From an optimization exercise on the open Yosys and OpenROAD flow, aimed at a short achievable clock period and few clock cycles; shortcuts taken in it are not production practice.
The RTL of this run was laid out without a check of its function.
Power figures rest on the tool's default switching activity, not on a simulated workload.

[design/flow/config.mk]
export PLATFORM = sky130hd
export DESIGN_NAME = pxd_engine
export DESIGN_NICKNAME = pxd_engine
export VERILOG_FILES = /design/flow/design.v
export SDC_FILE = /design/flow/constraint.sdc
export NUM_CORES = 4
export LEC_CHECK = 0
export CAP_MARGIN = 20
export CORE_MARGIN = 2
export CORE_UTILIZATION = 40
export SLEW_MARGIN = 20
[design/flow/constraint.sdc]
create_clock -name core_clock -period 7.0 [get_ports {clk}]
set_input_delay 1.4000 -clock core_clock [delete_from_list [all_inputs] [get_ports {clk}]]
set_output_delay 1.4000 -clock core_clock [all_outputs]
set_load 0.01 [all_outputs]
[design/flow/design.v]
module pxd_engine (
    input  wire        clk,
    input  wire        rst,
    input  wire        start,
    input  wire [71:0] cft,         
    input  wire [15:0] plen,        
    output wire        idle,
    output reg         done,
    output reg  [1:0]  err,         
    output reg  [16:0] out_len,
    input  wire        in_valid,
    input  wire [7:0]  in_data,
    output reg         in_ready,
    output reg         mem_we,
    output wire [15:0] mem_waddr,
    output reg  [7:0]  mem_wdata,
    output wire        mem_re,
    output wire [15:0] mem_raddr,
    input  wire [7:0]  mem_rdata
);
    localparam S_IDLE = 3'd0;
    localparam S_CMD  = 3'd1;    
    localparam S_OP   = 3'd2;    
    localparam S_NP2  = 3'd3;    
    localparam S_SEQ2 = 3'd4;    
    localparam S_RD   = 3'd5;    
    localparam S_WR   = 3'd6;    
    localparam E_OK    = 2'd0;
    localparam E_UNDER = 2'd1;
    localparam E_TRUNC = 2'd2;
    localparam E_RANGE = 2'd3;
    reg [2:0]  state;
    reg [71:0] cft_r;
    reg [15:0] plen_r;
    reg [15:0] pc;           
    reg [16:0] olen;         
    reg [7:0]  cmdb;         
    reg [3:0]  opn;          
    reg [3:0]  seq_hi;       
    reg [3:0]  seq_lo;       
    reg [15:0] src;          
    reg [4:0]  rem;          
    reg [7:0]  np_b1;        
    wire more = (pc != plen_r);
    wire take = in_valid & in_ready;
    assign idle      = (state == S_IDLE);
    assign mem_waddr = olen[15:0];
    assign mem_re    = (state == S_RD);
    assign mem_raddr = src;
    wire [3:0] hi = in_data[7:4];
    wire [3:0] lo = in_data[3:0];
    reg        flag_hit;
    reg [3:0]  flag_idx;
    integer    i;
    always @(*) begin
        flag_hit = 1'b0;
        flag_idx = 4'd0;
        for (i = 8; i >= 0; i = i - 1) begin
            if (cft_r[8*i +: 8] == {4'd0, hi}) begin
                flag_hit = 1'b1;
                flag_idx = i[3:0];
            end
        end
    end
    wire [3:0] lp1 = lo + 4'd1;
    wire [3:0] lm1 = lo - 4'd1;
    reg  [15:0] pat;         
    reg         pat_bad;
    always @(*) begin
        pat_bad = 1'b0;
        case (flag_idx)
            4'd0: pat = {lo,  lo,  lo,  lo };
            4'd1: begin pat = {lo,  lp1, lp1, lp1}; pat_bad = (lo == 4'd15); end
            4'd2: begin pat = {lo,  lm1, lo,  lo }; pat_bad = (lo == 4'd0);  end
            4'd3: begin pat = {lo,  lo,  lm1, lo }; pat_bad = (lo == 4'd0);  end
            4'd4: begin pat = {lo,  lo,  lo,  lm1}; pat_bad = (lo == 4'd0);  end
            4'd5: begin pat = {lo,  lm1, lm1, lm1}; pat_bad = (lo == 4'd0);  end
            4'd6: begin pat = {lo,  lp1, lo,  lo }; pat_bad = (lo == 4'd15); end
            4'd7: begin pat = {lo,  lo,  lp1, lo }; pat_bad = (lo == 4'd15); end
            default: begin pat = {lo, lo, lo, lp1}; pat_bad = (lo == 4'd15); end
        endcase
    end
    wire cmd_bit = cmdb[3'd7 - opn[2:0]];
    wire [12:0] bdist    = 13'd4096 - {1'b0, seq_lo, in_data};    
    wire        under   = (olen < {4'd0, bdist});
    wire [16:0] src_new = olen - {4'd0, bdist};
    always @(*) begin
        in_ready  = 1'b0;
        mem_we    = 1'b0;
        mem_wdata = 8'd0;
        case (state)
            S_CMD:  in_ready = more;
            S_OP:   begin
                in_ready = more && (opn != 4'd8);
                if (take) begin
                    if (cmd_bit) begin
                        mem_we    = 1'b1;
                        mem_wdata = in_data;
                    end else if (flag_hit && !pat_bad) begin
                        mem_we    = 1'b1;
                        mem_wdata = pat[15:8];
                    end
                end
            end
            S_NP2:  begin
                mem_we    = 1'b1;
                mem_wdata = np_b1;
            end
            S_SEQ2: in_ready = more;
            S_WR:   begin
                mem_we    = 1'b1;
                mem_wdata = mem_rdata;
            end
            default: ;
        endcase
    end
    always @(posedge clk) begin
        if (rst) begin
            state   <= S_IDLE;
            done    <= 1'b0;
            err     <= E_OK;
            out_len <= 17'd0;
        end else begin
            done <= 1'b0;
            case (state)
                S_IDLE: begin
                    if (start) begin
                        cft_r  <= cft;
                        plen_r <= plen;
                        pc     <= 16'd0;
                        olen   <= 17'd0;
                        state  <= S_CMD;
                    end
                end
                S_CMD: begin
                    if (!more) begin
                        done    <= 1'b1;
                        err     <= E_OK;
                        out_len <= olen;
                        state   <= S_IDLE;
                    end else if (take) begin
                        cmdb  <= in_data;
                        opn   <= 4'd0;
                        pc    <= pc + 16'd1;
                        state <= S_OP;
                    end
                end
                S_OP: begin
                    if (opn == 4'd8) begin
                        state <= S_CMD;
                    end else if (!more) begin
                        done    <= 1'b1;
                        err     <= E_OK;
                        out_len <= olen;
                        state   <= S_IDLE;
                    end else if (take) begin
                        pc  <= pc + 16'd1;
                        opn <= opn + 4'd1;
                        if (cmd_bit) begin
                            olen <= olen + 17'd1;
                        end else if (flag_hit) begin
                            if (pat_bad) begin
                                done    <= 1'b1;
                                err     <= E_RANGE;
                                out_len <= olen;
                                state   <= S_IDLE;
                            end else begin
                                np_b1 <= pat[7:0];
                                olen  <= olen + 17'd1;
                                state <= S_NP2;
                            end
                        end else begin
                            seq_hi <= hi;
                            seq_lo <= lo;
                            state  <= S_SEQ2;
                        end
                    end
                end
                S_NP2: begin
                    olen  <= olen + 17'd1;
                    state <= S_OP;
                end
                S_SEQ2: begin
                    if (!more) begin
                        done    <= 1'b1;
                        err     <= E_TRUNC;
                        out_len <= olen;
                        state   <= S_IDLE;
                    end else if (take) begin
                        pc <= pc + 16'd1;
                        if (under) begin
                            done    <= 1'b1;
                            err     <= E_UNDER;
                            out_len <= olen;
                            state   <= S_IDLE;
                        end else begin
                            src   <= src_new[15:0];
                            rem   <= {1'b0, seq_hi} + 5'd3;
                            state <= S_RD;
                        end
                    end
                end
                S_RD: begin
                    state <= S_WR;
                end
                S_WR: begin
                    olen <= olen + 17'd1;
                    src  <= src + 16'd1;
                    rem  <= rem - 5'd1;
                    if (rem == 5'd1)
                        state <= S_OP;
                    else
                        state <= S_RD;
                end
                default: state <= S_IDLE;
            endcase
        end
    end
endmodule
[design/flow/run.sh]
#!/bin/bash
# synth_recipe.tcl (not shown) runs the flow's synth.tcl, then flattens the netlist and writes it again
# the make line also repeats each setting of config.mk as NAME=value (left out here)
make -C /OpenROAD-flow-scripts/flow DESIGN_CONFIG=/design/flow/config.mk WORK_HOME=/design/flow/orfs CLKGATE_MAP_FILE= SYNTH_SCRIPT=/design/flow/synth_recipe.tcl finish
==> notes.md <==
sequential cells by signal, indices dropped and copies added, names as in the netlist:
signal   count
seq_hi       4
done         1
pc          16
err          2
cmdb         8
plen_r      16
seq_lo       4
cft_r       72
opn          4
out_len     17
src         16
olen        17
state        3
rem          5
np_b1        8
worst paths after layout:
| kind | endpoint | slack, ns |
|---|---|---|
| max reg2reg | out_len[3]$_SDFFE_PP0P_ | 2.89 |
| max | mem_wdata[0] | 0.29 |
| min | err[0]$_SDFFE_PP0P_ | 0.48 |
| min reg2reg | err[0]$_SDFFE_PP0P_ | 0.48 |
routing by layer:
layer / track usage [%] / wire, um / vias up
li1: - / - / 3757
met1: 24.97 / 11500 / 3616
met2: 31.74 / 12340 / 219
met3: 4.021 / 1280 / 31
met4: 5.839 / 428 / 0
met5: 0 / 0 / -
worst max-delay path, cell delays in order:
cell	delay [ns]
clkdlybuf4s50_1	0.94
xor2_1	0.19
nor3_1	0.09
and3_1	0.23
nor2_1	0.35
o21ai_0	0.47
or2_1	0.39
a2111oi_0	0.39
a21oi_1	0.11
o21ai_1	0.18
clkdlybuf4s50_1	0.56
where the power goes:
group	switching, mW	internal (mW)	leakage (nW)
Combinational	0.621	0.530	2.54
Sequential	0.171	1.51	1.76
Clock	0.487	0.476	0.280
Total	1.28	2.52	4.58
kinds of logic (layout without fill, tap and decap cells):
kind of cell    after synthesis  after routing  synth area share, %
xor+xnor                    128            128                10.76
buf+inv                      77            258                3.985
fa+ha+maj                    24             24                2.953
flops                       193            193                53.39
compound gates              152            152                9.579
mux                          27             27                2.869
simple gates                344            344                16.47
cells in the mapped netlist, drive strengths merged, types with 21 or more instances:
cell type,instances
a21oi,45
buf,29
clkbuf,23
dfxtp,23
edfxtp,170
ha,23
inv,24
mux2i,22
nand2,63
nand3,34
nor2,123
nor3,26
nor4,21
o21ai,36
xnor2,39
xor2,89
stage by stage:
step           cells  power [mW]
3_3_place_gp    1429       2.853
6_report        1461       3.797
2_1_floorplan    945       2.448
3_5_place_dp    1429       2.867
5_1_grt         1461       4.021
4_1_cts         1461       3.833
area by class of cell:
cell class                 instances  area, um^2
fill                            2380       12750
multi-input combinational        675        4476
clock inverter                    14       147.6
timing repair buffer             202        1957
sequential                       193        5565
inverter                          24       90.09
clock buffer                      18       429.2
tap                              335       419.2
==> out/results.txt <==
Synth Register Bits = 193
synth-to-layout area growth = 25.52%
CP max FO = 10
routability cong. = 0.9036
Final Hold Viols = 0
clk slew on worst S/H paths = 0.08 ns
worst rel slew slack = 34.50%
Clock Latency Late Sink = 0.44 ns
die width = 165.4 um
Final Setup Violations = 0
final antenna-violating net count = 0
DRT iter0 DRCs = 556
syn_nets = 1077
Post-Syn Instances = 945
total global-route track usage = 19.04%
Avg WL per Cell = 17.48 um
die footprint = 27370 um^2
final core utilization = 50.64%
most frequent cells in the layout = clkdlybuf4s50_1 (171), edfxtp_1 (170), nor2_1 (123)
most common flop cell mapped by yosys = edfxtp_1
top cell type's share of synthesized area = 48.97%
Final Max Slew Viols = 0
post-layout instance area = 13080 um^2
first-pass GRT wire length = 40080 um
Area contributors post-synth = edfxtp_1 (49%), xor2_1 (7.5%), nor2_1 (4.4%)
register area share after synthesis = 53.39%
Post-CTS Setup Bufs = 0
Tightest Pin Transition = 0.9722 ns
Final Hold Slack = 0.4811 ns
leak pwr = 4.584 nW
min cycle time layout = 6.707 ns
asr flop ratio synth = 0%
H-tree levels = 4
Final Net Count = 1245
fin crit share = 95.82%
vias = 7623
placed inst area = 12510 um^2
startpoint types = input port
area leader, netlist = edfxtp_1
Worst Hold Depth = 2
clock sinks = 193
Worst Path Arrival = 5.31 ns
post-DP HPWL = 19100 um
Post-Synthesis Mean Instance Area = 11.03 um^2
Critical Path Source = in_data[7]
layout cells sized above 1 = 8.171%
Max Freq = 149.1 MHz
hold_sp = err[0]$_SDFFE_PP0P_
Hold WC Path Type = reg -> reg
status = finished clean
RSZ-0062 raised after global routing = false
Core Region = 25840 um^2
fin worst setup slack = 0.2926 ns
Ant. Diodes = 0
reg2reg path depth = 14
Max IR drop VDD = 130.1 uV
most common cell after layout, fill and taps aside = clkdlybuf4s50_1
area of the mapped netlist = 10420 um^2
pin count of the biggest net entering global routing = 59
grt total ovfl = 0
DRT Wirelength = 25550 um
clock skew = 0.01287 ns
Setup CP Type = in -> out
Yosys warning count = 1
first drt pass iteration count = 5
CTS Hold Bufs = 0
IO buf count = 171
cell row count = 59
die height = 165.4 um
Longest Clk Path Bufs = 2
Yosys cell types = 78
worst path required time = 5.60 ns
post_cts resized = 0
vias in the first global route = 7472
# Max-Cap Violations = 0
setup TNS = 0 ns
CTS tree = yes
CTS Buf Count = 17
initial antenna violation count = 0
critical register-to-register path startpoint = seq_lo[0]$_DFFE_PP_
dpl ws = 0.2453 ns
clk root buf = clkbuf_16
I/O Pins = 172
number of synthesized flops with an enable pin = 170
Power Dens Cells = 290.2 nW/um^2
Initial Util = 40.34%
# DRC = 0
critical path capture point type = output port
vias per cell = 5.218

port drivers added, routing unchanged:
Ports are ideal in the flow. The routed layout listed here was re-timed in OpenROAD. Step 1, drivers: a clkbuf_16 drives clk and a buf_2 each remaining input, both assumed. Step 2 moves the port delays by t, midway between the first and last clock arrival at a register: inputs arrive t later, outputs are due t later. That takes back most of the time a late clock gives input paths. Three values: ideal ports, drivers, drivers and shift; two values: the first two.
shift t [ns]: 0.478
slack for setup (ns): 0.293 / 0.269 / 0.269
clock arrival spread, ns: 0.013 / 0.013
worst data-port slew with drivers (ns): 0.05
After both steps setup and hold are still met in this run. The setup slack of this run moves by -0.024 ns with the drivers and by -0.024 ns with both steps.
